Source: an optimization exercise on an open RTL-to-GDS flow (aim: small area, a short achievable clock period and few clock cycles). Production flows keep margins and buffers that such runs may drop.
The RTL was checked by simulation tests, not by an equivalence proof against the original design.
Power is estimated from default activity; no workload was simulated.

File: design/flow/run.sh
#!/bin/bash
# synth_recipe.tcl (not shown) runs the flow's synth.tcl, then flattens the netlist and writes it again
# the make line also repeats each setting of config.mk as NAME=value (left out here)
make -C /OpenROAD-flow-scripts/flow DESIGN_CONFIG=/design/flow/config.mk WORK_HOME=/design/flow/orfs CLKGATE_MAP_FILE= SYNTH_SCRIPT=/design/flow/synth_recipe.tcl finish
File: design/flow/config.mk
export PLATFORM = sky130hd
export DESIGN_NAME = pkt_engine
export DESIGN_NICKNAME = pkt_engine
export VERILOG_FILES = /design/flow/design.v
export SDC_FILE = /design/flow/constraint.sdc
export NUM_CORES = 4
export LEC_CHECK = 0
export CAP_MARGIN = 20
export CORE_MARGIN = 2
export CORE_UTILIZATION = 30
export PLACE_DENSITY = 0.5
export SETUP_SLACK_MARGIN = 0.3
export SLEW_MARGIN = 20
File: design/flow/constraint.sdc
create_clock -name core_clock -period 12.0 [get_ports {clk}]
set_input_delay 2.4000 -clock core_clock [delete_from_list [all_inputs] [get_ports {clk}]]
set_output_delay 2.4000 -clock core_clock [all_outputs]
set_load 0.01 [all_outputs]
File: design/flow/design.v
module pkt_engine (
    input  wire        clk,
    input  wire        rst,           
    input  wire        bus_valid,
    input  wire        bus_write,
    input  wire [15:0] bus_addr,
    input  wire [1:0]  bus_size,      
    input  wire [31:0] bus_wdata,
    output wire        bus_ready,
    output reg  [31:0] bus_rdata,
    input  wire [31:0] now,
    output wire        sink_valid,
    output wire [7:0]  sink_data,
    output wire        sink_last
);
    localparam [7:0]   PREAMBLE_BYTE = 8'hAA;
    localparam [7:0]   START_BYTE    = 8'h7E;
    localparam [2:0] S_IDLE = 3'd0, S_WALK = 3'd1, S_FOLD = 3'd2, S_POLL = 3'd3, S_INIT = 3'd4;
    reg [2:0]  state;
    reg        w_ok;           
    reg        r_ok;           
    reg [31:0] cmd_q;
    reg [31:0] delay_cfg;
    reg        init_done;
    reg        role;           
    reg        ack_pending;
    reg [1:0]  cmd_err;
    reg        res_retry;      
    reg [3:0]  res_code;       
    reg [7:0]  local_addr;
    reg [7:0]  peer_addr;
    reg [31:0] max_delay;
    reg [15:0] tx_seq;
    reg [15:0] rx_seq;
    reg [31:0] t_send;
    reg [31:0] retry;
    reg [7:0]  last_dest;
    reg [5:0]  tx_len;         
    reg [32*11-1:0] stats;    
    reg [511:0] txb;           
    reg [511:0] rxb;           
    reg        walk_rx;        
    reg [1:0]  step;           
    reg [1:0]  step_last;
    reg [6:0]  lim;            
    reg [20:0] acc;            
    reg        sink_v, sink_l;
    reg [7:0]  sink_d;
    reg        e_active;       
    reg        e_send;         
    reg        csum_done;      
    reg [5:0]  p;              
    assign sink_valid = sink_v;
    assign sink_data  = sink_d;
    assign sink_last  = sink_l;
    integer i, k;
    wire busy = (state != S_IDLE) | e_active;
    assign bus_ready = bus_write ? w_ok : r_ok;
    wire xfer_w    = bus_valid & bus_write & w_ok;
    wire xfer_r    = bus_valid & ~bus_write & ~r_ok & ~busy;
    wire in_regs   = (bus_addr[15:12] == 4'h0);
    wire in_tx     = (bus_addr[15:12] == 4'h1);
    wire in_rx     = (bus_addr[15:12] == 4'h2);
    wire reg_ok    = in_regs & (bus_size == 2'd2) & (bus_addr[1:0] == 2'b00) & (bus_addr[11:7] == 5'd0);
    wire win_ok    = (bus_size == 2'd0) |
                     ((bus_size == 2'd1) & (bus_addr[0] == 1'b0)) |
                     ((bus_size == 2'd2) & (bus_addr[1:0] == 2'b00));
    wire win_in    = win_ok & (bus_addr[11:6] == 6'd0);
    wire wr_cmd    = xfer_w & reg_ok & (bus_addr[6:2] == 5'd0);
    wire wr_delay  = xfer_w & reg_ok & (bus_addr[6:2] == 5'd3);
    wire wr_tx     = xfer_w & in_tx & win_in;
    wire wr_rx     = xfer_w & in_rx & win_in;
    reg [63:0] hit;
    always @(*) begin
        for (i = 0; i < 64; i = i + 1) begin
            case (bus_size)
                2'd0:    hit[i] = (bus_addr[5:0] == i[5:0]);
                2'd1:    hit[i] = (bus_addr[5:1] == i[5:1]);
                default: hit[i] = (bus_addr[5:2] == i[5:2]);
            endcase
        end
    end
    wire [7:0] lane0 = bus_wdata[7:0];
    wire [7:0] lane1 = (bus_size == 2'd0) ? bus_wdata[7:0] : bus_wdata[15:8];
    wire [7:0] lane2 = (bus_size == 2'd2) ? bus_wdata[23:16] : bus_wdata[7:0];
    wire [7:0] lane3 = (bus_size == 2'd0) ? bus_wdata[7:0] :
                       (bus_size == 2'd1) ? bus_wdata[15:8] : bus_wdata[31:24];
    wire [3:0]  wop    = bus_wdata[3:0];
    wire [15:0] wlen   = bus_wdata[31:16];
    wire        op_ok  = (wop == 4'd1) | (wop == 4'd2) | (wop == 4'd3) | (wop == 4'd4);
    wire        len_ok = (wlen != 16'd0) & (wlen <= 16'd52);
    wire c_init  = wr_cmd & (wop == 4'd1);
    wire c_send  = wr_cmd & (wop == 4'd2) & init_done & len_ok;
    wire c_check = wr_cmd & (wop == 4'd3) & init_done;
    wire c_poll  = wr_cmd & (wop == 4'd4) & init_done;
    wire [1:0] c_err = ~op_ok ? 2'd1 : (~init_done & (wop != 4'd1)) ? 2'd2 :
                       ((wop == 4'd2) & ~len_ok) ? 2'd3 : 2'd0;
    wire [15:0] seq_inc  = (tx_seq == 16'hFFFF) ? 16'h0001 : tx_seq + 16'h0001;
    wire [15:0] send_seq = role ? rx_seq : seq_inc;
    wire [7:0]  send_dst = role ? peer_addr : bus_wdata[15:8];
    wire [31:0] elapsed = now - t_send;
    wire        timeout = ack_pending & (elapsed >= max_delay);
    wire [15:0] rx_fseq = {rxb[72 +: 8], rxb[64 +: 8]};
    wire [15:0] rx_flen = {rxb[88 +: 8], rxb[80 +: 8]};
    wire [15:0] rx_fcs  = {rxb[40 +: 8], rxb[32 +: 8]};
    reg        chk_fail;
    reg [3:0]  chk_code;
    always @(*) begin
        chk_fail = 1'b1;
        if (rxb[0 +: 8] != PREAMBLE_BYTE || rxb[8 +: 8] != PREAMBLE_BYTE || rxb[16 +: 8] != PREAMBLE_BYTE)
            chk_code = 4'd2;
        else if (rxb[24 +: 8] != START_BYTE)
            chk_code = 4'd3;
        else if (rxb[48 +: 8] != local_addr)
            chk_code = 4'd4;
        else if (!role && rxb[56 +: 8] != last_dest)
            chk_code = 4'd5;
        else if (!role && rx_fseq != tx_seq)
            chk_code = 4'd6;
        else if (role && rxb[56 +: 8] != peer_addr)
            chk_code = 4'd5;
        else if (rx_flen == 16'd0 || rx_flen > 16'd52)
            chk_code = 4'd7;
        else begin
            chk_code = 4'd0;
            chk_fail = 1'b0;
        end
    end
    wire       walking = (state == S_WALK);
    wire [1:0] m_hi = busy ? (walking ? step : p[5:4]) : bus_addr[5:4];
    wire [1:0] m_lo = busy ? p[3:2] : bus_addr[3:2];
    wire       m_rx = busy ? (walking & walk_rx) : bus_addr[13];
    wire [31:0] l1 [0:3];
    genvar g;
    generate
        for (g = 0; g < 4; g = g + 1) begin : g_l1
            reg [31:0] t, r;
            always @(*) begin
                case (m_hi)
                    2'd0: begin t = txb[32*g +: 32];      r = rxb[32*g +: 32];      end
                    2'd1: begin t = txb[32*(4+g) +: 32];  r = rxb[32*(4+g) +: 32];  end
                    2'd2: begin t = txb[32*(8+g) +: 32];  r = rxb[32*(8+g) +: 32];  end
                    default: begin t = txb[32*(12+g) +: 32]; r = rxb[32*(12+g) +: 32]; end
                endcase
            end
            assign l1[g] = m_rx ? r : t;
        end
    endgenerate
    wire [31:0] l2 = l1[m_lo];
    reg  [15:0] bmask;         
    reg  [20:0] wv [0:7];
    always @(*) begin
        for (i = 0; i < 16; i = i + 1)
            bmask[i] = ({step, i[3:0]} >= 6'd8) & ({1'b0, step, i[3:0]} < lim);
        for (i = 0; i < 4; i = i + 1) begin
            wv[2*i]   = {5'd0, l1[i][15:8]  & {8{bmask[4*i+1]}}, l1[i][7:0]   & {8{bmask[4*i]}}};
            wv[2*i+1] = {5'd0, l1[i][31:24] & {8{bmask[4*i+3]}}, l1[i][23:16] & {8{bmask[4*i+2]}}};
        end
    end
    wire [20:0] acc_in = (step == 2'd0) ? 21'd0 : acc;
    wire [20:0] s1 = acc_in ^ wv[0] ^ wv[1];
    wire [20:0] c1 = ((acc_in & wv[0]) | (acc_in & wv[1]) | (wv[0] & wv[1])) << 1;
    wire [20:0] s2 = wv[2] ^ wv[3] ^ wv[4];
    wire [20:0] c2 = ((wv[2] & wv[3]) | (wv[2] & wv[4]) | (wv[3] & wv[4])) << 1;
    wire [20:0] s3 = wv[5] ^ wv[6] ^ wv[7];
    wire [20:0] c3 = ((wv[5] & wv[6]) | (wv[5] & wv[7]) | (wv[6] & wv[7])) << 1;
    wire [20:0] s4 = s1 ^ c1 ^ s2;
    wire [20:0] c4 = ((s1 & c1) | (s1 & s2) | (c1 & s2)) << 1;
    wire [20:0] s5 = c2 ^ s3 ^ c3;
    wire [20:0] c5 = ((c2 & s3) | (c2 & c3) | (s3 & c3)) << 1;
    wire [20:0] s6 = s4 ^ c4 ^ s5;
    wire [20:0] c6 = ((s4 & c4) | (s4 & s5) | (c4 & s5)) << 1;
    wire [20:0] s7 = s6 ^ c6 ^ c5;
    wire [20:0] c7 = ((s6 & c6) | (s6 & c5) | (c6 & c5)) << 1;
    wire [20:0] acc_next = s7 + c7;
    wire [16:0] f1   = {1'b0, acc[15:0]} + {12'd0, acc[20:16]};
    wire [15:0] f2   = f1[15:0] + {15'd0, f1[16]};
    wire [15:0] csum = ~f2;
    wire fold_send  = (state == S_FOLD) & ~walk_rx;
    wire fold_check = (state == S_FOLD) & walk_rx;
    wire csum_bad   = (rx_fcs != csum);
    wire is_dup     = role & (rx_fseq == rx_seq);
    wire       poll_go  = (state == S_POLL);    
    wire       emit_go  = poll_go | (fold_check & ~csum_bad & is_dup);
    wire [7:0] mux_byte = l2[8*p[1:0] +: 8];
    wire       p_const  = e_send & (p[5:2] == 4'd0);
    wire       can_load = ~e_send | p_const | fold_send | csum_done;
    wire [7:0] src_byte = p_const ? ((p[1:0] == 2'd3) ? START_BYTE : PREAMBLE_BYTE) :
                          fold_send ? csum[7:0] : mux_byte;
    wire       p_last   = ({1'b0, p} == {1'b0, tx_len} + 7'd11);
    reg [10:0] stat_inc;
    always @(*) begin
        stat_inc = 11'd0;
        if (c_send) stat_inc[0] = 1'b1;
        if (c_check & chk_fail) stat_inc[chk_code + 4'd2] = 1'b1;
        if (poll_go) stat_inc[1] = 1'b1;
        if (fold_check) begin
            if (csum_bad)
                stat_inc[10] = 1'b1;
            else if (is_dup) begin
                stat_inc[3] = 1'b1;
                stat_inc[1] = 1'b1;
            end else
                stat_inc[2] = 1'b1;
        end
    end
    wire stat_clr = (state == S_INIT);
    always @(posedge clk) begin
        for (k = 0; k < 11; k = k + 1) begin
            if (rst || stat_clr)
                stats[32*k +: 32] <= 32'd0;
            else if (stat_inc[k])
                stats[32*k +: 32] <= stats[32*k +: 32] + 32'd1;
        end
    end
    wire init_clr = (state == S_INIT);
    wire [7:0] ld0 = init_clr ? 8'd0 : lane0;
    wire [7:0] ld1 = init_clr ? 8'd0 : lane1;
    wire [7:0] ld2 = init_clr ? 8'd0 : lane2;
    wire [7:0] ld3 = init_clr ? 8'd0 : lane3;
    reg [7:0] hdr [0:11];
    always @(*) begin
        hdr[0]  = PREAMBLE_BYTE;
        hdr[1]  = PREAMBLE_BYTE;
        hdr[2]  = PREAMBLE_BYTE;
        hdr[3]  = START_BYTE;
        hdr[4]  = csum[7:0];
        hdr[5]  = csum[15:8];
        hdr[6]  = send_dst;
        hdr[7]  = local_addr;
        hdr[8]  = send_seq[7:0];
        hdr[9]  = send_seq[15:8];
        hdr[10] = wlen[7:0];
        hdr[11] = wlen[15:8];
    end
    always @(posedge clk) begin
        for (i = 0; i < 64; i = i + 1) begin
            if (i < 12 && (i == 4 || i == 5 ? fold_send : c_send))
                txb[8*i +: 8] <= hdr[i];
            else if (init_clr || (wr_tx && hit[i]))
                txb[8*i +: 8] <= (i % 4 == 0) ? ld0 : (i % 4 == 1) ? ld1 : (i % 4 == 2) ? ld2 : ld3;
            if (init_clr || (wr_rx && hit[i]))
                rxb[8*i +: 8] <= (i % 4 == 0) ? ld0 : (i % 4 == 1) ? ld1 : (i % 4 == 2) ? ld2 : ld3;
        end
    end
    reg [31:0] reg_rdata;
    always @(*) begin
        reg_rdata = 32'd0;
        case (bus_addr[6:2])
            5'd0:  reg_rdata = cmd_q;
            5'd1:  reg_rdata = {22'd0, cmd_err, 5'd0, ack_pending, role, init_done};
            5'd2:  reg_rdata = res_retry ? retry : {28'd0, res_code};
            5'd3:  reg_rdata = delay_cfg;
            5'd4:  reg_rdata = {24'd0, local_addr};
            5'd5:  reg_rdata = {24'd0, peer_addr};
            5'd6:  reg_rdata = max_delay;
            5'd7:  reg_rdata = {16'd0, tx_seq};
            5'd8:  reg_rdata = {16'd0, rx_seq};
            5'd9:  reg_rdata = t_send;
            5'd10: reg_rdata = retry;
            5'd11: reg_rdata = {24'd0, last_dest};
            5'd12: reg_rdata = {26'd0, tx_len};
            5'd13: reg_rdata = 32'h7EAA0040;
            5'd16: reg_rdata = stats[0 +: 32];
            5'd17: reg_rdata = stats[32 +: 32];
            5'd18: reg_rdata = stats[64 +: 32];
            5'd19: reg_rdata = stats[96 +: 32];
            5'd20: reg_rdata = stats[128 +: 32];
            5'd21: reg_rdata = stats[160 +: 32];
            5'd22: reg_rdata = stats[192 +: 32];
            5'd23: reg_rdata = stats[224 +: 32];
            5'd24: reg_rdata = stats[256 +: 32];
            5'd25: reg_rdata = stats[288 +: 32];
            5'd26: reg_rdata = stats[320 +: 32];
            default: reg_rdata = 32'd0;
        endcase
    end
    reg [31:0] win_rdata;
    always @(*) begin
        case (bus_size)
            2'd0:    win_rdata = {24'd0, l2[8*bus_addr[1:0] +: 8]};
            2'd1:    win_rdata = {16'd0, bus_addr[1] ? l2[31:16] : l2[15:0]};
            default: win_rdata = l2;
        endcase
    end
    always @(posedge clk) begin
        if (xfer_r)
            bus_rdata <= reg_ok ? reg_rdata :
                         ((in_tx | in_rx) & win_in) ? win_rdata : 32'd0;
    end
    always @(posedge clk) begin
        if (rst) begin
            state       <= S_IDLE;
            w_ok        <= 1'b1;
            r_ok        <= 1'b0;
            cmd_q       <= 32'd0;
            delay_cfg   <= 32'd0;
            init_done   <= 1'b0;
            role        <= 1'b0;
            ack_pending <= 1'b0;
            cmd_err     <= 2'd0;
            res_retry   <= 1'b0;
            res_code    <= 4'd0;
            local_addr  <= 8'd0;
            peer_addr   <= 8'd0;
            max_delay   <= 32'd0;
            tx_seq      <= 16'd0;
            rx_seq      <= 16'd0;
            t_send      <= 32'd0;
            retry       <= 32'd0;
            last_dest   <= 8'd0;
            tx_len      <= 6'd0;
            walk_rx     <= 1'b0;
            step        <= 2'd0;
            step_last   <= 2'd0;
            lim         <= 7'd0;
            acc         <= 21'd0;
            sink_v      <= 1'b0;
            sink_l      <= 1'b0;
            sink_d      <= 8'd0;
            e_active    <= 1'b0;
            e_send      <= 1'b0;
            csum_done   <= 1'b0;
            p           <= 6'd0;
        end else begin
            w_ok <= ~busy & ~sink_v & ~wr_cmd;
            r_ok <= xfer_r;
            if (wr_delay)
                delay_cfg <= bus_wdata;
            if (wr_cmd) begin
                cmd_q   <= bus_wdata;
                cmd_err <= c_err;
            end
            if (c_init)
                state <= S_INIT;
            if (state == S_INIT) begin
                state       <= S_IDLE;
                role        <= cmd_q[4];
                local_addr  <= cmd_q[15:8];
                peer_addr   <= cmd_q[23:16];
                max_delay   <= delay_cfg;
                tx_seq      <= 16'd0;
                rx_seq      <= 16'd0;
                ack_pending <= 1'b0;
                t_send      <= 32'd0;
                retry       <= 32'd0;
                last_dest   <= 8'd0;
                tx_len      <= 6'd0;
                init_done   <= 1'b1;
                res_retry   <= 1'b0;
                res_code    <= 4'd0;
            end
            if (c_send) begin
                if (!role) begin
                    tx_seq      <= seq_inc;
                    ack_pending <= 1'b1;
                    t_send      <= now;
                    last_dest   <= bus_wdata[15:8];
                end
                tx_len    <= wlen[5:0];
                res_retry <= 1'b0;
                res_code  <= 4'd0;
                state     <= S_WALK;
                walk_rx   <= 1'b0;
                step      <= 2'd0;
                step_last <= (wlen[5:0] + 6'd11) >> 4;
                lim       <= {1'b0, wlen[5:0]} + 7'd12;
                csum_done <= 1'b0;
            end
            if (c_check) begin
                if (chk_fail) begin
                    res_retry <= 1'b0;
                    res_code  <= chk_code;
                end else begin
                    state     <= S_WALK;
                    walk_rx   <= 1'b1;
                    step      <= 2'd0;
                    step_last <= (rx_flen[5:0] + 6'd11) >> 4;
                    lim       <= {1'b0, rx_flen[5:0]} + 7'd12;
                end
            end
            if (c_poll) begin
                res_retry <= 1'b1;
                if (timeout) begin
                    retry <= retry + 32'd1;
                    state <= S_POLL;
                end
            end
            if (state == S_POLL)
                state <= S_IDLE;
            if (walking) begin
                acc  <= acc_next;
                step <= step + 2'd1;
                if (step == step_last)
                    state <= S_FOLD;
            end
            if (state == S_FOLD) begin
                state <= S_IDLE;
                if (!walk_rx) begin
                    csum_done <= 1'b1;
                end else begin
                    res_retry <= 1'b0;
                    if (csum_bad)
                        res_code <= 4'd8;
                    else if (is_dup)
                        res_code <= 4'd1;
                    else begin
                        res_code <= 4'd0;
                        if (!role) begin
                            ack_pending <= 1'b0;
                            retry       <= 32'd0;
                        end else
                            rx_seq <= rx_fseq;
                    end
                end
            end
            if (c_send) begin
                sink_v   <= 1'b1;
                sink_d   <= PREAMBLE_BYTE;
                sink_l   <= 1'b0;
                p        <= 6'd1;
                e_active <= 1'b1;
                e_send   <= 1'b1;
            end else if (emit_go) begin
                sink_v   <= 1'b1;
                sink_d   <= mux_byte;
                sink_l   <= 1'b0;
                p        <= 6'd1;
                e_active <= 1'b1;
                e_send   <= 1'b0;
            end else if (e_active && can_load) begin
                sink_v <= 1'b1;
                sink_d <= src_byte;
                sink_l <= p_last;
                if (p_last) begin
                    p        <= 6'd0;
                    e_active <= 1'b0;
                end else
                    p <= p + 6'd1;
            end else
                sink_v <= 1'b0;
        end
    end
endmodule
==> results of run 1 <==
[worst reg2reg max path, delay by kind of cell (launching register included)]
kind,cells,cell delay [ns]
DFF,1,0.74
adders and majority gates,6,2.57
muxes,1,0.18
buffers and inverters,1,0.22
and+or+nand+nor,6,2.73
AOI/OAI and AO/OA,13,3.09
[layout make-up]
type                            count  area [sq um]  share of cell area
Antenna cell                       18          45.0            0.000456
Clock buffer                      277          5550              0.0563
Clock inverter                     81           848             0.00859
Inverter                          249           935             0.00947
Multi-Input combinational cell   5985         38200               0.387
Sequential cell                  1697         44200               0.448
Tap cell                         3743          4680              0.0474
Timing Repair Buffer              499          4200              0.0426
[cell families (layout without fill, tap and decap cells)]
| group | Yosys count | count (layout) | share of synthesized area |
|---|---|---|---|
| compound gates | 2167 | 2167 | 0.167 |
| xor+xnor | 437 | 437 | 0.0459 |
| fa+ha+maj | 241 | 241 | 0.0455 |
| buf+inv | 798 | 1106 | 0.0359 |
| flops | 1697 | 1697 | 0.520 |
| mux | 209 | 209 | 0.0266 |
| other cells | 0 | 18 | 0 |
| simple gates | 2931 | 2931 | 0.159 |
[path summary, 6_finish.rpt]
check                                           startpoint                    endpoint  slack [ns]  cells past startpoint
worst max-delay path                           bus_addr[4]        acc[20]$_SDFFE_PP0P_        1.51                     29
worst min-delay path            max_delay[20]$_SDFFE_PP0P_  max_delay[20]$_SDFFE_PP0P_        0.46                      2
worst max register to register         state[0]$_SDFF_PP0_        acc[20]$_SDFFE_PP0P_        2.26                     27
worst min register to register  max_delay[20]$_SDFFE_PP0P_  max_delay[20]$_SDFFE_PP0P_        0.46                      2
[through the flow]
step | hold slack [ns] | utilization
floorplan | 0.432 | -
global placement | 0.442 | 0.327
detailed placement | 0.449 | 0.327
CTS | 0.458 | 0.350
global route | 0.488 | 0.350
finish | 0.458 | 0.350
[metal layers]
layer / GRT usage / vias to the layer above / wire (microns)
met5: 0 / - / 39
met4: 0.187 / 6 / 31800
met3: 0.0521 / 970 / 35800
met2: 0.427 / 4084 / 182000
met1: 0.347 / 36700 / 159000
li1: - / 31400 / -
[report_power, final]
| part | internal [W] | switching (W) |
|---|---|---|
| sequential | 0.00620 | 0.00000159 |
| combinational | 0.000273 | 0.000781 |
| clock | 0.00353 | 0.00259 |
| total | 0.0100 | 0.00338 |
[flip-flops by register name, summed over array words and instances (netlist names), 6 cells and up]
register and cells:
rxb 512, local_addr 8, last_dest 8, delay_cfg 32, tx_len 6, peer_addr 8, retry 32, t_send 32
max_delay 32, tx_seq 16, acc 21, cmd_q 32, rx_seq 16, bus_rdata 32, sink_d 8, p 6
stats 352, lim 7, txb 512
[placed cells by master, fill, tap and decap left out, types with 96 or more instances in the layout]
cell,n
nor2_1,650
edfxtp_1,1024
a22oi_1,138
nand3_1,297
fa_1,113
nand2_1,1139
clkbuf_16,200
buf_4,360
inv_1,247
and3_1,115
nor2b_1,96
o21ai_0,436
xor2_1,201
xnor2_1,230
mux2i_1,134
nand4_1,128
ha_1,128
dfxtp_1,673
a221oi_1,97
a21oi_1,702
clkdlybuf4s50_1,124
==> impl_metrics.tcl, run 1 <==
set metrics [dict create \
    rows 195 \
    cts_hold_buf 0 \
    cp_top_family "compound AO/OA/AOI/OAI gates" \
    synth_top_area_share 0.362 \
    hpwl_mm 301 \
    path_buf_inv 3 \
    ir_worst_vdd_uv 118 \
    wl_mm 409 \
    layout-drive-gt1-share 0.103 \
    boundaryPins 129 \
    hold_class "flop to flop" \
    yosysWarnings 3 \
    period_share 0.875 \
    crit_slowest_cell "nor2_1" \
    fill_cells 28500 \
    fin_skew_ns 0.0895 \
    drtPass1Iterations 7 \
    setup_slack_ns 1.51 \
    yosysTopAreaCell "edfxtp_1" \
    grt.overflow.total 0 \
    gp_congestion 1.00 \
    cts.sink_count 1697 \
    clk_path_buf_depth 4 \
    hold_viol 0 \
    path_clk_slew_ns 0.06 \
    die_w_microns 536 \
    layoutNonFillerInstCount 12500 \
    finalSetupTns_ns 0 \
    stdcell_area_sq_um 98700 \
    placed_area_sq_um 92200 \
    synth.net_count 8807 \
    yosysUniqueCellTypes 93 \
    outcome "finished clean" \
    p_leak_nw 33.6 \
    grt_pass1_vias 68600 \
    cp-start-kind "input pin" \
    yosys-top-cells-area "edfxtp_1 36%, dfxtp_1 16%, nand2_1 5.1%" \
    ctsResizeCount 0 \
    clk_latency_ns 0.92 \
    cts_tree "built" \
    p_per_area_nw_per_um2 135 \
    crit_type "input pin to flop" \
    place_ws_ns 0.777 \
    worstMarginPinSlew_ns 1.32 \
    die_y_microns 536 \
    setup_viol 0 \
    end_kind "flop" \
    cts_setup_buffers 0 \
    cts_buffers 195 \
    wl_per_cell_microns 32.6 \
    syn_to_final_growth_pct 16.1 \
    final_nets 8954 \
    antenna_found_initial 29 \
    avgSynthCellArea_sq_um 10.0 \
    grt_usage 0.275 \
    critical-path-max-stage-delay_ns 0.97 \
    cts_root_buf "clkbuf_16" \
    ys_seq_area_frac 0.520 \
    ys_ff_latch 1697 \
    async_reset_ff_frac 0 \
    finalCriticalPeriod_ns 10.49 \
    finalPower_w 0.0134 \
    cpMostUsedCell "fa_1" \
    grt_max_degree 141 \
    core-area_sq_um 282000 \
    fmax_ghz 0.0953 \
    required_ns 12.71 \
    vias_per_cell 5.83 \
    grt_pass1_wl_mm 560 \
    start_util 0.301 \
    h-tree-depth 4 \
    drc 0 \
    placed_cells 12200 \
    syn_area_sq_um 85000 \
    max_cap_violations 0 \
    die_area_sq_um 288000 \
    ant_nets 0 \
    yosysMostFrequentCell "nand2_1" \
    rsz0062_at_grt "no" \
    maxSlewViolCount 0 \
    portBuffers 128 \
    synth_ff_type "edfxtp_1" \
    vias 73200 \
    syn_inst 8480 \
    drt_iter0_markers 9875 \
    synth_common_cells "1145 x nand2_1, 1024 x edfxtp_1, 708 x a21oi_1" \
    max_slew_margin 0.112 \
    worstPathMaxFanout 62 \
    cp_data_arrival_time_ns 11.20 \
    synth_edf_count 1024 \
]
Testbench counts, summed over its fixed seeds: cycles 39,768.
==> run 2, diff against run 1 <==
--- a/design/flow/design.v
+++ b/design/flow/design.v
@@ -19,6 +19,11 @@
     reg [2:0]  state;
     reg        w_ok;           
     reg        r_ok;           
+    reg        rd_pend;        
+    reg [5:0]  ra_off;         
+    reg        ra_rx;
+    reg [1:0]  ra_size;
+    reg [31:0] elapsed_q;      
     reg [31:0] cmd_q;
     reg [31:0] delay_cfg;
     reg        init_done;
@@ -43,7 +48,7 @@
     reg [1:0]  step;           
     reg [1:0]  step_last;
     reg [6:0]  lim;            
-    reg [20:0] acc;            
+    reg [15:0] acc_s, acc_c;   
     reg        sink_v, sink_l;
     reg [7:0]  sink_d;
     reg        e_active;       
@@ -57,7 +62,7 @@
     wire busy = (state != S_IDLE) | e_active;
     assign bus_ready = bus_write ? w_ok : r_ok;
     wire xfer_w    = bus_valid & bus_write & w_ok;
-    wire xfer_r    = bus_valid & ~bus_write & ~r_ok & ~busy;
+    wire xfer_r    = bus_valid & ~bus_write & ~r_ok & ~rd_pend & ~busy;
     wire in_regs   = (bus_addr[15:12] == 4'h0);
     wire in_tx     = (bus_addr[15:12] == 4'h1);
     wire in_rx     = (bus_addr[15:12] == 4'h2);
@@ -98,8 +103,7 @@
     wire [15:0] seq_inc  = (tx_seq == 16'hFFFF) ? 16'h0001 : tx_seq + 16'h0001;
     wire [15:0] send_seq = role ? rx_seq : seq_inc;
     wire [7:0]  send_dst = role ? peer_addr : bus_wdata[15:8];
-    wire [31:0] elapsed = now - t_send;
-    wire        timeout = ack_pending & (elapsed >= max_delay);
+    wire        timeout = ack_pending & (elapsed_q >= max_delay);
     wire [15:0] rx_fseq = {rxb[72 +: 8], rxb[64 +: 8]};
     wire [15:0] rx_flen = {rxb[88 +: 8], rxb[80 +: 8]};
     wire [15:0] rx_fcs  = {rxb[40 +: 8], rxb[32 +: 8]};
@@ -127,9 +131,9 @@
         end
     end
     wire       walking = (state == S_WALK);
-    wire [1:0] m_hi = busy ? (walking ? step : p[5:4]) : bus_addr[5:4];
-    wire [1:0] m_lo = busy ? p[3:2] : bus_addr[3:2];
-    wire       m_rx = busy ? (walking & walk_rx) : bus_addr[13];
+    wire [1:0] m_hi = busy ? (walking ? step : p[5:4]) : ra_off[5:4];
+    wire [1:0] m_lo = busy ? p[3:2] : ra_off[3:2];
+    wire       m_rx = busy ? (walking & walk_rx) : ra_rx;
     wire [31:0] l1 [0:3];
     genvar g;
     generate
@@ -148,39 +152,40 @@
     endgenerate
     wire [31:0] l2 = l1[m_lo];
     reg  [15:0] bmask;         
-    reg  [20:0] wv [0:7];
+    reg  [15:0] wv [0:7];
     always @(*) begin
         for (i = 0; i < 16; i = i + 1)
             bmask[i] = ({step, i[3:0]} >= 6'd8) & ({1'b0, step, i[3:0]} < lim);
         for (i = 0; i < 4; i = i + 1) begin
-            wv[2*i]   = {5'd0, l1[i][15:8]  & {8{bmask[4*i+1]}}, l1[i][7:0]   & {8{bmask[4*i]}}};
-            wv[2*i+1] = {5'd0, l1[i][31:24] & {8{bmask[4*i+3]}}, l1[i][23:16] & {8{bmask[4*i+2]}}};
+            wv[2*i]   = {l1[i][15:8]  & {8{bmask[4*i+1]}}, l1[i][7:0]   & {8{bmask[4*i]}}};
+            wv[2*i+1] = {l1[i][31:24] & {8{bmask[4*i+3]}}, l1[i][23:16] & {8{bmask[4*i+2]}}};
         end
     end
-    wire [20:0] acc_in = (step == 2'd0) ? 21'd0 : acc;
-    wire [20:0] s1 = acc_in ^ wv[0] ^ wv[1];
-    wire [20:0] c1 = ((acc_in & wv[0]) | (acc_in & wv[1]) | (wv[0] & wv[1])) << 1;
-    wire [20:0] s2 = wv[2] ^ wv[3] ^ wv[4];
-    wire [20:0] c2 = ((wv[2] & wv[3]) | (wv[2] & wv[4]) | (wv[3] & wv[4])) << 1;
-    wire [20:0] s3 = wv[5] ^ wv[6] ^ wv[7];
-    wire [20:0] c3 = ((wv[5] & wv[6]) | (wv[5] & wv[7]) | (wv[6] & wv[7])) << 1;
-    wire [20:0] s4 = s1 ^ c1 ^ s2;
-    wire [20:0] c4 = ((s1 & c1) | (s1 & s2) | (c1 & s2)) << 1;
-    wire [20:0] s5 = c2 ^ s3 ^ c3;
-    wire [20:0] c5 = ((c2 & s3) | (c2 & c3) | (s3 & c3)) << 1;
-    wire [20:0] s6 = s4 ^ c4 ^ s5;
-    wire [20:0] c6 = ((s4 & c4) | (s4 & s5) | (c4 & s5)) << 1;
-    wire [20:0] s7 = s6 ^ c6 ^ c5;
-    wire [20:0] c7 = ((s6 & c6) | (s6 & c5) | (c6 & c5)) << 1;
-    wire [20:0] acc_next = s7 + c7;
-    wire [16:0] f1   = {1'b0, acc[15:0]} + {12'd0, acc[20:16]};
-    wire [15:0] f2   = f1[15:0] + {15'd0, f1[16]};
-    wire [15:0] csum = ~f2;
+    wire [15:0] as_in = (step == 2'd0) ? 16'd0 : acc_s;
+    wire [15:0] ac_in = (step == 2'd0) ? 16'd0 : acc_c;
+    function [31:0] csa(input [15:0] x, input [15:0] y, input [15:0] z);
+        reg [15:0] mj;
+        begin
+            mj = (x & y) | (x & z) | (y & z);
+            csa = {mj[14:0], mj[15], x ^ y ^ z};
+        end
+    endfunction
+    wire [31:0] r1 = csa(as_in, ac_in, wv[0]);
+    wire [31:0] r2 = csa(wv[1], wv[2], wv[3]);
+    wire [31:0] r3 = csa(wv[4], wv[5], wv[6]);
+    wire [31:0] r4 = csa(r1[15:0], r1[31:16], r2[15:0]);
+    wire [31:0] r5 = csa(r2[31:16], r3[15:0], r3[31:16]);
+    wire [31:0] r6 = csa(r4[15:0], r4[31:16], r5[15:0]);
+    wire [31:0] r7 = csa(r5[31:16], wv[7], r6[15:0]);
+    wire [31:0] r8 = csa(r6[31:16], r7[15:0], r7[31:16]);
+    wire [16:0] e0   = {1'b0, acc_s} + {1'b0, acc_c};
+    wire [15:0] e1   = acc_s + acc_c + 16'd1;
+    wire [15:0] csum = ~(e0[16] ? e1 : e0[15:0]);
     wire fold_send  = (state == S_FOLD) & ~walk_rx;
     wire fold_check = (state == S_FOLD) & walk_rx;
     wire csum_bad   = (rx_fcs != csum);
     wire is_dup     = role & (rx_fseq == rx_seq);
-    wire       poll_go  = (state == S_POLL);    
+    wire       poll_go  = (state == S_POLL) & timeout;    
     wire       emit_go  = poll_go | (fold_check & ~csum_bad & is_dup);
     wire [7:0] mux_byte = l2[8*p[1:0] +: 8];
     wire       p_const  = e_send & (p[5:2] == 4'd0);
@@ -277,16 +282,18 @@
     end
     reg [31:0] win_rdata;
     always @(*) begin
-        case (bus_size)
-            2'd0:    win_rdata = {24'd0, l2[8*bus_addr[1:0] +: 8]};
-            2'd1:    win_rdata = {16'd0, bus_addr[1] ? l2[31:16] : l2[15:0]};
+        case (ra_size)
+            2'd0:    win_rdata = {24'd0, l2[8*ra_off[1:0] +: 8]};
+            2'd1:    win_rdata = {16'd0, ra_off[1] ? l2[31:16] : l2[15:0]};
             default: win_rdata = l2;
         endcase
     end
+    wire rd_win = (in_tx | in_rx) & win_in;
     always @(posedge clk) begin
         if (xfer_r)
-            bus_rdata <= reg_ok ? reg_rdata :
-                         ((in_tx | in_rx) & win_in) ? win_rdata : 32'd0;
+            bus_rdata <= reg_ok ? reg_rdata : 32'd0;
+        else if (rd_pend)
+            bus_rdata <= win_rdata;
     end
     always @(posedge clk) begin
         if (rst) begin
@@ -314,7 +321,13 @@
             step        <= 2'd0;
             step_last   <= 2'd0;
             lim         <= 7'd0;
-            acc         <= 21'd0;
+            acc_s       <= 16'd0;
+            acc_c       <= 16'd0;
+            rd_pend     <= 1'b0;
+            ra_off      <= 6'd0;
+            ra_rx       <= 1'b0;
+            ra_size     <= 2'd0;
+            elapsed_q   <= 32'd0;
             sink_v      <= 1'b0;
             sink_l      <= 1'b0;
             sink_d      <= 8'd0;
@@ -324,7 +337,13 @@
             p           <= 6'd0;
         end else begin
             w_ok <= ~busy & ~sink_v & ~wr_cmd;
-            r_ok <= xfer_r;
+            r_ok    <= (xfer_r & ~rd_win) | rd_pend;
+            rd_pend <= xfer_r & rd_win;
+            if (xfer_r) begin
+                ra_off  <= bus_addr[5:0];
+                ra_rx   <= in_rx;
+                ra_size <= bus_size;
+            end
             if (wr_delay)
                 delay_cfg <= bus_wdata;
             if (wr_cmd) begin
@@ -381,15 +400,16 @@
             end
             if (c_poll) begin
                 res_retry <= 1'b1;
-                if (timeout) begin
-                    retry <= retry + 32'd1;
-                    state <= S_POLL;
-                end
+                elapsed_q <= now - t_send;
+                state     <= S_POLL;
             end
+            if (poll_go)
+                retry <= retry + 32'd1;
             if (state == S_POLL)
                 state <= S_IDLE;
             if (walking) begin
-                acc  <= acc_next;
+                acc_s <= r8[15:0];
+                acc_c <= r8[31:16];
                 step <= step + 2'd1;
                 if (step == step_last)
                     state <= S_FOLD;
--- a/design/flow/config.mk
+++ b/design/flow/config.mk
@@ -7,7 +7,7 @@
 export LEC_CHECK = 0
 export CAP_MARGIN = 20
 export CORE_MARGIN = 2
-export CORE_UTILIZATION = 30
-export PLACE_DENSITY = 0.5
-export SETUP_SLACK_MARGIN = 0.3
+export CORE_UTILIZATION = 45
+export PLACE_DENSITY = 0.6
+export SETUP_SLACK_MARGIN = 5
 export SLEW_MARGIN = 20
==> run 2 against run 1 <==
Against the previous run: critical path type unchanged; critical endpoint is now bus_rdata[15]$_DFFE_PP_; combinational power down about 20%; cell area increased by 0.16%; sequential share of layout area grew 1.0 points; routed wire length fell by 7.3%; register-to-register slack better by 2.8 ns; utilization increased by 16 points; critical path depth is 18 lower; worst hold slack got worse by 0.0023 ns; non-clock buffer count decreased by 105; final cell count shrank 6.0%.
==> impl_metrics.tcl, run 2 <==
set metrics [dict create \
    yosysMostFrequentCell "nand2_1" \
    cts.sink_count 1750 \
    yosysTopAreaCell "edfxtp_1" \
    synth_top_area_share 0.351 \
    grt_usage 0.374 \
    grt_pass1_vias 69600 \
    ys_ff_latch 1750 \
    r2r_cells 18 \
    die_y_microns 445 \
    cp-start-kind "input pin" \
    yosysUniqueCellTypes 92 \
    end_kind "flop" \
    syn_inst 9090 \
    fin_skew_ns 0.0370 \
    place_ws_ns 3.03 \
    maxSlewViolCount 0 \
    die_area_sq_um 198000 \
    hpwl_mm 276 \
    netSwitchingFraction 0.245 \
    p_comb_frac 0.064 \
    seq_power_share 0.484 \
    p_per_area_nw_per_um2 133 \
    finalCriticalPeriod_ns 7.00 \
    drtPass1Iterations 8 \
    synth.net_count 9419 \
    p_switching_w 0.00323 \
    multi_input_area_sq_um 39600 \
    h-tree-depth 4 \
    rows 162 \
    top_regs "rxb (512), txb (512), stats (352)" \
    hold_viol 0 \
    core-area_sq_um 194000 \
    rsz0062_at_grt "no" \
    synth_common_cells "1579 x nand2_1, 1024 x edfxtp_1, 726 x dfxtp_1" \
    crit_slowest_cell "a221oi_1" \
    crit_type "input pin to flop" \
    portBuffers 128 \
    max_slew_margin 0.0633 \
    layout_commonest_cell "nand2_1" \
    start_util 0.451 \
    finalSetupTns_ns 0 \
    final_util 0.509 \
    yosysWarnings 3 \
    pwr-share-clk 0.452 \
    grt_pass1_wl_mm 528 \
    cts_root_buf "clkbuf_16" \
    cts_hold_buf 0 \
    yosys-top-cells-area "edfxtp_1 35%, dfxtp_1 17%, nand2_1 6.8%" \
    critical-path-max-stage-delay_ns 1.09 \
    synth_edf_count 1024 \
    finalPower_w 0.0132 \
    setup_viol 0 \
    setup_slack_ns 5.00 \
    clk_latency_ns 0.89 \
    outcome "finished clean" \
    synth_ff_type "edfxtp_1" \
    die_w_microns 445 \
    vias_per_cell 6.37 \
    drc 0 \
    grt_max_degree 206 \
    final_cell_mix "1574 x nand2_1, 1024 x edfxtp_1, 725 x dfxtp_1, 644 x nor2_1, 633 x nand3_1" \
    fill_cells 17700 \
    drt_iter0_markers 10200 \
    cts_buffers 188 \
    cp_data_arrival_time_ns 7.52 \
    cts_tree "built" \
    syn_area_sq_um 87700 \
    crit_chain "clkdlybuf4s50_1 -> nor2b_1 -> nand2_1 -> buf_4 -> nor2_1 -> buf_4 -> a22o_1 -> a221oi_1 -> nand4_1 -> nor2_1 -> o22ai_1" \
    path_clk_slew_ns 0.06 \
    ys_seq_area_frac 0.517 \
    period_share 0.583 \
    layout-drive-gt1-share 0.0830 \
    avgSynthCellArea_sq_um 9.64 \
    worstMarginPinSlew_ns 1.41 \
    ir_worst_vdd_uv 112 \
    gp_congestion 1.02 \
    boundaryPins 129 \
    max_cap_violations 0 \
    vias 75100 \
    worstHoldPathCells 2 \
    async_reset_ff_frac 0 \
    power.internal_w 0.00996 \
    required_ns 12.52 \
    worstPathMaxFanout 18 \
    fmax_ghz 0.143 \
    wl_mm 379 \
    clk_path_buf_depth 3 \
    hold_class "flop to flop" \
    final_nets 9407 \
    ant_nets 0 \
    syn_to_final_growth_pct 12.8 \
    seqCellArea_sq_um 45300 \
    p_leak_nw 34.2 \
    grt.overflow.total 0 \
    antenna_found_initial 23 \
    wl_per_cell_microns 32.1 \
]
-- run 2: changes by cell type in the layout (fill, tap and decap cells not counted), moves of 41 or more --
| cell | change |
|---|---|
| a221o_1 | -41 |
| or4_1 | +44 |
| dfxtp_1 | +52 |
| o21ai_0 | -116 |
| xnor2_1 | -45 |
| nand2_1 | +435 |
| a222oi_1 | -42 |
| buf_4 | -113 |
| and3_1 | +107 |
| mux2_2 | -52 |
| a211oi_1 | +97 |
| nand3_1 | +336 |
| nand4_1 | +59 |
| a21oi_1 | -190 |
-- run 2: cell type report --
cell class	instances	share of cell area
antenna	11	0.000278
clock buffer	256	0.0529
clock inverter	94	0.0101
inverter	265	0.0101
multi-input combinational	6479	0.401
sequential	1750	0.458
tap	2542	0.0322
timing repair buffer	394	0.0354
-- run 2: power groups by stage --
stage | clock [W] | sequential [W] | combinational, W
after floorplan | 0 | 0.00651 | 0.000377
after global routing | 0.00622 | 0.00638 | 0.000863
final | 0.00596 | 0.00638 | 0.000843
after global placement | 0 | 0.00651 | 0.000798
after CTS | 0.00600 | 0.00638 | 0.000814
after detailed placement | 0 | 0.00651 | 0.000805
-- run 2: path summary, 6_finish.rpt --
kind                            slack, ns             startpoint                      end
worst max register to register       5.10    state[0]$_SDFF_PP0_   acc_s[11]$_SDFFE_PP0P_
worst min-delay path                 0.46  cmd_q[2]$_SDFFE_PP0P_    cmd_q[2]$_SDFFE_PP0P_
worst min register to register       0.46  cmd_q[2]$_SDFFE_PP0P_    cmd_q[2]$_SDFFE_PP0P_
worst max-delay path                 5.00            bus_addr[2]  bus_rdata[15]$_DFFE_PP_
-- run 2: kinds of logic (layout without fill, tap and decap cells) --
kind of cell,Yosys count,after routing,share of synthesized area
other,0,11,0
buffers and inverters,864,1009,0.0375
adder cells (fa/ha/maj),243,243,0.0459
AO/OA/AOI/OAI,1750,1750,0.128
XOR/XNOR,361,361,0.0361
multiplexers,194,194,0.0276
AND/OR/NAND/NOR,3928,3931,0.208
flip-flops,1750,1750,0.517
-- run 2: critical path, delay by kind of cell --
family          cells  cell delay, ns
simple gates        5            1.80
buf+inv             3            1.66
compound gates      3            1.62
-- run 2: timing repair --
item,4_1_cts,5_1_grt
buffers inserted,6,8
gates cloned,4,0
endpoints found under the setup margin,287,103
pin swaps,3,6
gates resized for setup,25,16
-- run 2: per-layer routing --
| layer | GRT usage | up-vias | share of wire |
|---|---|---|---|
| met1 | 0.466 | 37000 | 0.37 |
| met2 | 0.566 | 4308 | 0.44 |
| met3 | 0.0857 | 1046 | 0.10 |
| met5 | 0 | - | 0.00018 |
| li1 | - | 32800 | - |
| met4 | 0.281 | 10 | 0.089 |
-- run 2: metrics by stage --
step           hold WS, ns  cell area [sq um]  instances
2_1_floorplan        0.431              87700       9090
3_5_place_dp         0.449              92200      11400
3_3_place_gp         0.442              92200      11400
5_1_grt              0.477              98800      11800
4_1_cts              0.457              98600      11800
6_report             0.456              98900      11800
Testbench counts of run 2, summed over its fixed seeds: cycles 39,907.
==> run 3, diff against run 2 <==
==> design/flow/flow/run.sh (new file) <==
#!/bin/bash
# The standard layout (the standard.sh: ORFS synthesis to the final layout),
# with repair_timing asked for a larger setup margin, so that it keeps sizing
# and buffering paths that already meet the clock period.
set -euo pipefail
bash standard.sh SETUP_SLACK_MARGIN=6.5 finish > standard_flow.log 2>&1
==> design/flow/standard.sh (new file) <==
#!/bin/bash
# synth_recipe.tcl (not shown) runs the flow's synth.tcl, then flattens the netlist and writes it again
# the make line also repeats each setting of config.mk as NAME=value (left out here)
make -C /OpenROAD-flow-scripts/flow DESIGN_CONFIG=/design/flow/config.mk WORK_HOME=/design/flow/orfs CLKGATE_MAP_FILE= SYNTH_SCRIPT=/design/flow/synth_recipe.tcl "${@:-finish}"
--- a/design/flow/config.mk
+++ b/design/flow/config.mk
@@ -9,5 +9,4 @@
 export CORE_MARGIN = 2
 export CORE_UTILIZATION = 45
 export PLACE_DENSITY = 0.6
-export SETUP_SLACK_MARGIN = 5
 export SLEW_MARGIN = 20
removed: design/flow/run.sh
==> run 3 against run 2 <==
Against the previous run: total power is 1.7% higher; sequential share of layout area is 3.1 points lower; combinational power is 27% higher; via count is 4.6% higher; global-route usage is 2.9 points higher; clock skew is 0.0026 ns higher; critical path depth is 9 higher; final cell count is 3.2% higher; routed wire length is 8.7% higher; utilization is 3.7 points higher; worst hold slack worse by 0.0035 ns; critical path type is now flop to flop; critical endpoint is now acc_s[9]$_SDFFE_PP0P_.
==> impl_metrics.tcl, run 3 <==
set metrics [dict create \
    setup_slack_ns 6.19 \
    ant_nets 0 \
    crit_chain "or4_4 -> o211ai_1 -> buf_6 -> buf_16 -> buf_4 -> buf_12 -> buf_16 -> and3_1 -> a211oi_1 -> or4_4 -> nor2_4 -> fa_1 -> fa_1 -> inv_2 -> fa_1 -> inv_2 -> fa_1 -> fa_2 -> nand2_2 -> a21oi_2" \
    min_to "ra_off[0]$_SDFFE_PP0P_" \
    p_leak_nw 37.3 \
    rsz0062_at_grt "yes" \
    cts.sink_count 1750 \
    synth_edf_count 1024 \
    grt_pass1_vias 72000 \
    end_kind "flop" \
    die_area_sq_um 198000 \
    worstMarginPinSlew_ns 1.37 \
    placed_cells 11400 \
    cpMostUsedCell "fa_1" \
    cts_tree "built" \
    maxSlewViolCount 0 \
    core-area_sq_um 194000 \
    hp-start "ra_off[0]$_SDFFE_PP0P_" \
    syn_area_sq_um 87700 \
    drtPass1Iterations 18 \
    fin_skew_ns 0.0397 \
    cp_top_family "adder cells" \
    seq_power_share 0.476 \
    worstHoldPathCells 2 \
    cp-start-kind "flop" \
    r2r_cells 20 \
    die_w_microns 445 \
    yosysMostFrequentCell "nand2_1" \
    setup_viol 0 \
    avgSynthCellArea_sq_um 9.64 \
    synth_common_cells "1579 x nand2_1, 1024 x edfxtp_1, 726 x dfxtp_1" \
    grt.overflow.total 0 \
    final_util 0.546 \
    grt_max_degree 202 \
    finalPower_w 0.0134 \
    hpwl_mm 280 \
    seqCellArea_sq_um 45300 \
    yosysTopAreaCell "edfxtp_1" \
    layout_commonest_cell "nand2_1" \
    grt_pass1_wl_mm 563 \
    ys_ff_latch 1750 \
    async_reset_ff_frac 0 \
    path_buf_inv 7 \
    synth_ff_type "edfxtp_1" \
    start_util 0.451 \
    path_clk_slew_ns 0.06 \
    layout-drive-gt1-share 0.155 \
    period_share 0.484 \
    yosysWarnings 3 \
    gp_congestion 1.03 \
    r2r-end "acc_s[9]$_SDFFE_PP0P_" \
    cts_root_buf "clkbuf_16" \
    final_cell_mix "1554 x nand2_1, 1024 x edfxtp_1, 720 x dfxtp_1, 607 x nand3_1, 568 x nor2_1" \
    p_comb_frac 0.079 \
    drc 0 \
    ir_worst_vdd_uv 125 \
    ff2ff_setup_slack_ns 6.19 \
    required_ns 12.82 \
    p_per_area_nw_per_um2 127 \
    max_cap_violations 0 \
    outcome "finished clean" \
    hold_class "flop to flop" \
    crit_type "flop to flop" \
    final_nets 9774 \
    yosys-top-cells-area "edfxtp_1 35%, dfxtp_1 17%, nand2_1 6.8%" \
    drt_iter0_markers 11700 \
    layoutNonFillerInstCount 12200 \
    synth.net_count 9419 \
    h-tree-depth 4 \
    p_switching_w 0.00334 \
    yosysUniqueCellTypes 92 \
    die_y_microns 445 \
    fill_cells 17100 \
    place_ws_ns 3.75 \
    reg2reg_from "state[2]$_SDFF_PP0_" \
    power.internal_w 0.0101 \
    syn_to_final_growth_pct 20.9 \
    clk_latency_ns 0.91 \
    vias_per_cell 6.46 \
    synth_top_area_share 0.351 \
    boundaryPins 129 \
    clk_path_buf_depth 3 \
    multi_input_area_sq_um 41600 \
    wl_mm 412 \
    wl_per_cell_microns 33.9 \
    vias 78600 \
    antenna_found_initial 25 \
    grt_usage 0.403 \
    cp_data_arrival_time_ns 6.63 \
    finalCriticalPeriod_ns 5.81 \
    hold_viol 0 \
    syn_inst 9090 \
    critical-path-max-stage-delay_ns 0.72 \
    crit_slowest_cell "or4_4" \
    top_regs "rxb (512), txb (512), stats (352)" \
    max_slew_margin 0.0847 \
    pwr-share-clk 0.445 \
    finalSetupTns_ns 0 \
    cts_buffers 189 \
    rows 162 \
    ys_seq_area_frac 0.517 \
    worstPathMaxFanout 8 \
    netSwitchingFraction 0.249 \
    fmax_ghz 0.172 \
    portBuffers 128 \
]
run 3: cell types whose count changed in the layout (fill, tap and decap cells not counted), moves of 37 or more:
cell	previous run	this run
nor2_4	12	58
fa_2	0	38
fa_1	131	93
buf_6	5	63
buf_12	9	61
nor2_1	644	568
buf_16	3	60
o21ai_2	3	47
buf_4	247	417
o21ai_1	67	30
run 3: kinds of logic after synthesis:
| logic type | Yosys count | share of synthesized area |
|---|---|---|
| and+or+nand+nor | 3928 | 0.208 |
| muxes | 194 | 0.0276 |
| DFF | 1750 | 0.517 |
| AOI/OAI and AO/OA | 1750 | 0.128 |
| adders and majority gates | 243 | 0.0459 |
| xor gates and xnor gates | 361 | 0.0361 |
| buffers and inverters | 864 | 0.0375 |
run 3: area by class of cell:
cell class                 count  share of cell area
antenna                       17            0.000401
clock buffer                 262              0.0491
clock inverter                90             0.00985
inverter                     265             0.00942
multi-input combinational   6483               0.392
sequential                  1750               0.427
tap                         2542              0.0300
timing repair buffer         756              0.0816
run 3: metrics by stage:
stage / hold slack [ns] / instance area (sq um)
3_5_place_dp: 0.442 / 92200
5_1_grt: 0.473 / 106000
2_1_floorplan: 0.431 / 87700
6_report: 0.452 / 106000
4_1_cts: 0.451 / 104000
3_3_place_gp: 0.440 / 92100
run 3: worst reg2reg max path, stage by stage (launching register included):
cell and delay, ns:
dfxtp_4 0.37, or4_4 0.59, o211ai_1 0.19, buf_6 0.17
buf_16 0.11, buf_4 0.12, buf_12 0.14, buf_16 0.16
and3_1 0.18, a211oi_1 0.05, or4_4 0.72, nor2_4 0.16
fa_1 0.43, fa_1 0.52, inv_2 0.05, fa_1 0.54
inv_2 0.04, fa_1 0.49, fa_2 0.54, nand2_2 0.05
a21oi_2 0.12
run 3: how the worst max path moves through the flow:
stage | cells past startpoint | slack (ns) | start | endpoint
after floorplan | 15 | 6.46 | bus_addr[3] | stats[63]$_SDFFE_PP0P_
after global placement | 14 | 3.11 | bus_addr[15] | stats[237]$_SDFFE_PP0P_
after detailed placement | 14 | 3.75 | bus_addr[4] | stats[237]$_SDFFE_PP0P_
after CTS | 22 | 6.28 | state[0]$_SDFF_PP0_ | acc_s[13]$_SDFFE_PP0P_
after global routing | 21 | 6.11 | state[2]$_SDFF_PP0_ | acc_s[0]$_SDFFE_PP0P_
final | 20 | 6.19 | state[2]$_SDFF_PP0_ | acc_s[9]$_SDFFE_PP0P_
run 3: routing by layer:
layer	track usage	part of all wire	vias to the layer above	wire length [microns]
met5	0	0.00034	-	140
met2	0.599	0.43	4966	177000
met1	0.495	0.36	38700	150000
met3	0.0978	0.10	1322	42700
met4	0.334	0.10	20	41800
li1	-	-	33600	-
run 3: repair_timing:
action | in CTS | in global routing
hold buffers | 0 | 0
endpoints found under the setup margin | 1015 | 736
buffers inserted | 244 | 82
pin swaps | 190 | 129
resized for setup | 483 | 279
cloned | 56 | 13
run 3: power groups by stage:
stage	clock [W]	sequential (W)	combinational, W
floorplan	0	0.00651	0.000378
global placement	0	0.00651	0.000805
detailed placement	0	0.00651	0.000811
CTS	0.00598	0.00638	0.000972
global route	0.00622	0.00638	0.00108
finish	0.00597	0.00638	0.00107
==> run 4, diff against run 3 <==
--- a/design/flow/design.v
+++ b/design/flow/design.v
@@ -15,13 +15,15 @@
 );
     localparam [7:0]   PREAMBLE_BYTE = 8'hAA;
     localparam [7:0]   START_BYTE    = 8'h7E;
-    localparam [2:0] S_IDLE = 3'd0, S_WALK = 3'd1, S_FOLD = 3'd2, S_POLL = 3'd3, S_INIT = 3'd4;
-    reg [2:0]  state;
+    reg        st_walk;        
+    reg        st_fold;        
+    reg        st_poll;        
+    reg        st_init;        
     reg        w_ok;           
     reg        r_ok;           
     reg        rd_pend;        
+    reg        rd_tx;          
     reg [5:0]  ra_off;         
-    reg        ra_rx;
     reg [1:0]  ra_size;
     reg [31:0] elapsed_q;      
     reg [31:0] cmd_q;
@@ -59,8 +61,10 @@
     assign sink_data  = sink_d;
     assign sink_last  = sink_l;
     integer i, k;
-    wire busy = (state != S_IDLE) | e_active;
-    assign bus_ready = bus_write ? w_ok : r_ok;
+    reg        stat_pend;      
+    reg [10:0] stat_inc_q;
+    wire busy = st_walk | st_fold | st_poll | st_init | e_active | stat_pend;
+    assign bus_ready = r_ok | (bus_write & w_ok);
     wire xfer_w    = bus_valid & bus_write & w_ok;
     wire xfer_r    = bus_valid & ~bus_write & ~r_ok & ~rd_pend & ~busy;
     wire in_regs   = (bus_addr[15:12] == 4'h0);
@@ -130,10 +134,11 @@
             chk_fail = 1'b0;
         end
     end
-    wire       walking = (state == S_WALK);
-    wire [1:0] m_hi = busy ? (walking ? step : p[5:4]) : ra_off[5:4];
-    wire [1:0] m_lo = busy ? p[3:2] : ra_off[3:2];
-    wire       m_rx = busy ? (walking & walk_rx) : ra_rx;
+    wire       walking = st_walk;
+    wire       spec = ~busy & ~rd_pend;
+    wire [1:0] m_hi = step | p[5:4] | ra_off[5:4];
+    wire [1:0] m_lo = p[3:2] | ra_off[3:2];
+    wire       m_rx = ~(e_active | st_poll | st_fold | (st_walk & ~walk_rx) | rd_tx);
     wire [31:0] l1 [0:3];
     genvar g;
     generate
@@ -153,9 +158,10 @@
     wire [31:0] l2 = l1[m_lo];
     reg  [15:0] bmask;         
     reg  [15:0] wv [0:7];
+    wire [6:0] lim_in = walking ? lim : {1'b0, rx_flen[5:0]} + 7'd12;
     always @(*) begin
         for (i = 0; i < 16; i = i + 1)
-            bmask[i] = ({step, i[3:0]} >= 6'd8) & ({1'b0, step, i[3:0]} < lim);
+            bmask[i] = ({step, i[3:0]} >= 6'd8) & ({1'b0, step, i[3:0]} < lim_in);
         for (i = 0; i < 4; i = i + 1) begin
             wv[2*i]   = {l1[i][15:8]  & {8{bmask[4*i+1]}}, l1[i][7:0]   & {8{bmask[4*i]}}};
             wv[2*i+1] = {l1[i][31:24] & {8{bmask[4*i+3]}}, l1[i][23:16] & {8{bmask[4*i+2]}}};
@@ -181,11 +187,11 @@
     wire [16:0] e0   = {1'b0, acc_s} + {1'b0, acc_c};
     wire [15:0] e1   = acc_s + acc_c + 16'd1;
     wire [15:0] csum = ~(e0[16] ? e1 : e0[15:0]);
-    wire fold_send  = (state == S_FOLD) & ~walk_rx;
-    wire fold_check = (state == S_FOLD) & walk_rx;
+    wire fold_send  = st_fold & ~walk_rx;
+    wire fold_check = st_fold & walk_rx;
     wire csum_bad   = (rx_fcs != csum);
     wire is_dup     = role & (rx_fseq == rx_seq);
-    wire       poll_go  = (state == S_POLL) & timeout;    
+    wire       poll_go  = st_poll & timeout;    
     wire       emit_go  = poll_go | (fold_check & ~csum_bad & is_dup);
     wire [7:0] mux_byte = l2[8*p[1:0] +: 8];
     wire       p_const  = e_send & (p[5:2] == 4'd0);
@@ -193,11 +199,13 @@
     wire [7:0] src_byte = p_const ? ((p[1:0] == 2'd3) ? START_BYTE : PREAMBLE_BYTE) :
                           fold_send ? csum[7:0] : mux_byte;
     wire       p_last   = ({1'b0, p} == {1'b0, tx_len} + 7'd11);
+    reg [10:0] stat_cmd;       
     reg [10:0] stat_inc;
     always @(*) begin
-        stat_inc = 11'd0;
-        if (c_send) stat_inc[0] = 1'b1;
-        if (c_check & chk_fail) stat_inc[chk_code + 4'd2] = 1'b1;
+        stat_cmd = 11'd0;
+        if (c_send) stat_cmd[0] = 1'b1;
+        if (c_check & chk_fail) stat_cmd[chk_code + 4'd2] = 1'b1;
+        stat_inc = stat_inc_q;
         if (poll_go) stat_inc[1] = 1'b1;
         if (fold_check) begin
             if (csum_bad)
@@ -209,8 +217,15 @@
                 stat_inc[2] = 1'b1;
         end
     end
-    wire stat_clr = (state == S_INIT);
+    wire stat_clr = st_init;
     always @(posedge clk) begin
+        if (rst) begin
+            stat_pend  <= 1'b0;
+            stat_inc_q <= 11'd0;
+        end else begin
+            stat_pend  <= |stat_cmd;
+            stat_inc_q <= stat_cmd;
+        end
         for (k = 0; k < 11; k = k + 1) begin
             if (rst || stat_clr)
                 stats[32*k +: 32] <= 32'd0;
@@ -218,7 +233,7 @@
                 stats[32*k +: 32] <= stats[32*k +: 32] + 32'd1;
         end
     end
-    wire init_clr = (state == S_INIT);
+    wire init_clr = st_init;
     wire [7:0] ld0 = init_clr ? 8'd0 : lane0;
     wire [7:0] ld1 = init_clr ? 8'd0 : lane1;
     wire [7:0] ld2 = init_clr ? 8'd0 : lane2;
@@ -297,7 +312,11 @@
     end
     always @(posedge clk) begin
         if (rst) begin
-            state       <= S_IDLE;
+            st_walk     <= 1'b0;
+            st_fold     <= 1'b0;
+            st_poll     <= 1'b0;
+            st_init     <= 1'b0;
+            rd_tx       <= 1'b0;
             w_ok        <= 1'b1;
             r_ok        <= 1'b0;
             cmd_q       <= 32'd0;
@@ -325,7 +344,6 @@
             acc_c       <= 16'd0;
             rd_pend     <= 1'b0;
             ra_off      <= 6'd0;
-            ra_rx       <= 1'b0;
             ra_size     <= 2'd0;
             elapsed_q   <= 32'd0;
             sink_v      <= 1'b0;
@@ -339,11 +357,12 @@
             w_ok <= ~busy & ~sink_v & ~wr_cmd;
             r_ok    <= (xfer_r & ~rd_win) | rd_pend;
             rd_pend <= xfer_r & rd_win;
-            if (xfer_r) begin
+            rd_tx   <= xfer_r & rd_win & in_tx;
+            if (xfer_r & rd_win) begin
                 ra_off  <= bus_addr[5:0];
-                ra_rx   <= in_rx;
                 ra_size <= bus_size;
-            end
+            end else
+                ra_off  <= 6'd0;
             if (wr_delay)
                 delay_cfg <= bus_wdata;
             if (wr_cmd) begin
@@ -351,9 +370,9 @@
                 cmd_err <= c_err;
             end
             if (c_init)
-                state <= S_INIT;
-            if (state == S_INIT) begin
-                state       <= S_IDLE;
+                st_init <= 1'b1;
+            if (st_init) begin
+                st_init     <= 1'b0;
                 role        <= cmd_q[4];
                 local_addr  <= cmd_q[15:8];
                 peer_addr   <= cmd_q[23:16];
@@ -379,7 +398,7 @@
                 tx_len    <= wlen[5:0];
                 res_retry <= 1'b0;
                 res_code  <= 4'd0;
-                state     <= S_WALK;
+                st_walk   <= 1'b1;
                 walk_rx   <= 1'b0;
                 step      <= 2'd0;
                 step_last <= (wlen[5:0] + 6'd11) >> 4;
@@ -391,9 +410,13 @@
                     res_retry <= 1'b0;
                     res_code  <= chk_code;
                 end else begin
-                    state     <= S_WALK;
                     walk_rx   <= 1'b1;
-                    step      <= 2'd0;
+                    if (rx_flen[5:4] == 2'd0 && rx_flen[3:0] <= 4'd4) begin
+                        st_fold <= 1'b1;
+                    end else begin
+                        st_walk <= 1'b1;
+                        step    <= 2'd1;
+                    end
                     step_last <= (rx_flen[5:0] + 6'd11) >> 4;
                     lim       <= {1'b0, rx_flen[5:0]} + 7'd12;
                 end
@@ -401,21 +424,26 @@
             if (c_poll) begin
                 res_retry <= 1'b1;
                 elapsed_q <= now - t_send;
-                state     <= S_POLL;
+                st_poll   <= 1'b1;
             end
             if (poll_go)
                 retry <= retry + 32'd1;
-            if (state == S_POLL)
-                state <= S_IDLE;
-            if (walking) begin
+            if (st_poll)
+                st_poll <= 1'b0;
+            if (walking || spec) begin
                 acc_s <= r8[15:0];
                 acc_c <= r8[31:16];
-                step <= step + 2'd1;
-                if (step == step_last)
-                    state <= S_FOLD;
             end
-            if (state == S_FOLD) begin
-                state <= S_IDLE;
+            if (walking) begin
+                if (step == step_last) begin
+                    st_walk <= 1'b0;
+                    st_fold <= 1'b1;
+                    step    <= 2'd0;
+                end else
+                    step <= step + 2'd1;
+            end
+            if (st_fold) begin
+                st_fold <= 1'b0;
                 if (!walk_rx) begin
                     csum_done <= 1'b1;
                 end else begin
==> design/flow/flow/run.sh (replaced) <==
#!/bin/bash
# The standard layout (the standard.sh: ORFS synthesis to the final layout),
# with repair_timing asked for a larger setup margin, so that it keeps sizing
# and buffering paths that already meet the clock period.
set -euo pipefail
bash standard.sh SETUP_SLACK_MARGIN=7 finish > standard_flow.log 2>&1
==> run 4 against run 3 <==
Against the previous run: still clean; sequential share of layout area up 1.2 points; final cell count down 1.8%; sequential power up 0.6%; worst hold slack better by 0.0060 ns; via count down 3.2%; critical path depth up 1; register-to-register slack better by 0.42 ns; die area up 0.31%; clock skew up 0.0028 ns; maximum frequency up 7.9%; clock power up 4.4%; first-iteration DRC count down 2.5%; critical path type unchanged; critical endpoint is now acc_s[10]$_SDFFE_PP0P_; largest cell class unchanged.
==> impl_metrics.tcl, run 4 <==
set metrics [dict create \
    cts_hold_buf 0 \
    fill_cells 17400 \
    syn_area_sq_um 87900 \
    synth_top_area_share 0.350 \
    rsz0062_at_grt "yes" \
    finalCriticalPeriod_ns 5.39 \
    ir_worst_vdd_uv 157 \
    avgSynthCellArea_sq_um 9.61 \
    outcome "finished clean" \
    vias_per_cell 6.36 \
    layout_commonest_cell "nand2_1" \
    boundaryPins 129 \
    rows 162 \
    vias 76100 \
    grt_pass1_vias 71100 \
    cp_data_arrival_time_ns 6.16 \
    path_clk_slew_ns 0.06 \
    synth_ff_type "edfxtp_1" \
    ant_nets 0 \
    top_regs "rxb (512), txb (512), stats (352)" \
    synth.net_count 9479 \
    final_nets 9560 \
    async_reset_ff_frac 0 \
    cts.sink_count 1763 \
    clk_path_buf_depth 3 \
    setup_viol 0 \
    yosysTopAreaCell "edfxtp_1" \
    die_y_microns 446 \
    wl_per_cell_microns 31.5 \
    die_w_microns 446 \
    core-area_sq_um 195000 \
    synth_common_cells "1801 x nand2_1, 1024 x edfxtp_1, 816 x nor2_1" \
    syn_to_final_growth_pct 17.8 \
    antenna_found_initial 21 \
    die_area_sq_um 199000 \
    cts_root_buf "clkbuf_16" \
    ys_ff_latch 1763 \
    hold_class "flop to flop" \
    hpwl_mm 255 \
    grt_pass1_wl_mm 529 \
    crit_type "flop to flop" \
    wl_mm 376 \
    cts_tree "built" \
    worstHoldPathCells 2 \
    clk_latency_ns 0.86 \
    layout-drive-gt1-share 0.124 \
    period_share 0.449 \
    placed_area_sq_um 91900 \
    r2r_cells 21 \
    final_cell_mix "1790 x nand2_1, 1024 x edfxtp_1, 730 x dfxtp_1, 728 x nor2_1, 542 x a21oi_1" \
    stdcell_area_sq_um 104000 \
    cts_buffers 191 \
    max_slew_margin 0.101 \
    syn_inst 9149 \
    grt_usage 0.370 \
    gp_congestion 1.05 \
    worstMarginPinSlew_ns 1.34 \
    finalSetupTns_ns 0 \
    end_kind "flop" \
    fin_skew_ns 0.0424 \
    hold_viol 0 \
    ys_seq_area_frac 0.518 \
    portBuffers 128 \
    cp-start-kind "flop" \
    layoutNonFillerInstCount 12000 \
    max_cap_violations 0 \
    drtPass1Iterations 9 \
    yosysWarnings 3 \
    required_ns 12.77 \
    yosysMostFrequentCell "nand2_1" \
    h-tree-depth 4 \
]
==> run 4: cell types whose count changed after synthesis, moves of 57 or more <==
cell,before,now
nor2_1,689,816
a22oi_1,177,120
a311oi_1,6,120
a31oi_1,19,148
a21o_1,50,166
a211oi_1,163,40
nand3_1,637,462
nand2_1,1579,1801
o21ai_0,372,217
nand4_1,187,110
==> run 4: area by class of cell <==
type                    count  area, sq um  share of cell area
diodes                     20         50.0            0.000483
clock buffers             248         5330              0.0514
clock inverters           105         1220              0.0118
inverters                 250          940             0.00907
multi-input cells        6559        41700               0.402
flip-flops and latches   1763        45600               0.440
well taps                2542         3180              0.0307
repair buffers            465         5660              0.0546
==> run 4: power breakdown <==
part	switching (W)	internal (W)	total, W
clock	0.00260	0.00363	0.00623
combinational	0.000394	0.000121	0.000515
sequential	0.00000566	0.00642	0.00642
total	0.00300	0.0102	0.0132
==> run 4: repair_timing <==
action / 4_1_cts / 5_1_grt
endpoints found under the setup margin: 1309 / 721
pin swaps: 142 / 56
gates resized for setup: 484 / 90
gates cloned: 41 / 4
setup buffers: 110 / 24
==> run 4: metrics by stage <==
step / total power, W / hold slack [ns] / util / setup WS (ns)
after global placement: 0.00704 / 0.441 / 0.472 / 4.92
after global routing: 0.0134 / 0.478 / 0.532 / 6.51
after floorplan: 0.00677 / 0.434 / - / 6.97
after CTS: 0.0132 / 0.457 / 0.529 / 6.72
final: 0.0132 / 0.458 / 0.533 / 6.61
after detailed placement: 0.00704 / 0.449 / 0.472 / 4.94
==> run 4: worst paths after layout <==
kind | startpoint | end | slack (ns)
min | cmd_q[7]$_SDFFE_PP0P_ | cmd_q[7]$_SDFFE_PP0P_ | 0.46
min reg2reg | cmd_q[7]$_SDFFE_PP0P_ | cmd_q[7]$_SDFFE_PP0P_ | 0.46
max | rxb[83]$_DFFE_PP_ | acc_s[10]$_SDFFE_PP0P_ | 6.61
max reg2reg | rxb[83]$_DFFE_PP_ | acc_s[10]$_SDFFE_PP0P_ | 6.61
==> run 4: logic make-up after synthesis <==
| family | after synthesis | share of synthesized area |
|---|---|---|
| fa+ha+maj | 244 | 0.0459 |
| buf+inv | 831 | 0.0364 |
| simple gates | 3979 | 0.205 |
| compound gates | 1762 | 0.132 |
| xor+xnor | 412 | 0.0413 |
| flops | 1763 | 0.518 |
| mux | 158 | 0.0215 |
==> run 4: critical path, cell delays in order, from the launching register on <==
cell and delay, ns:
edfxtp_1 0.42, buf_6 0.15, o21ai_4 0.19, xnor2_4 0.10
mux2i_4 0.28, ha_4 0.27, nor2b_2 0.17, o21ai_4 0.23
buf_6 0.14, o21ai_4 0.05, buf_12 0.15, buf_12 0.12
nor2_4 0.11, fa_2 0.46, fa_1 0.54, inv_1 0.05
fa_1 0.52, inv_2 0.05, fa_1 0.51, fa_2 0.57
nand2_1 0.05, a21oi_1 0.14
==> run 4: per-layer routing <==
layer	part of all wire	vias to the layer above	routed length, microns	GRT usage
met1	0.37	37500	141000	0.471
met2	0.43	4668	162000	0.551
met4	0.086	6	32500	0.264
met5	0.00022	-	82	0
li1	-	32900	-	-
met3	0.11	1059	40800	0.0894
Testbench counts of run 4, summed over its fixed seeds: cycles 39,491.
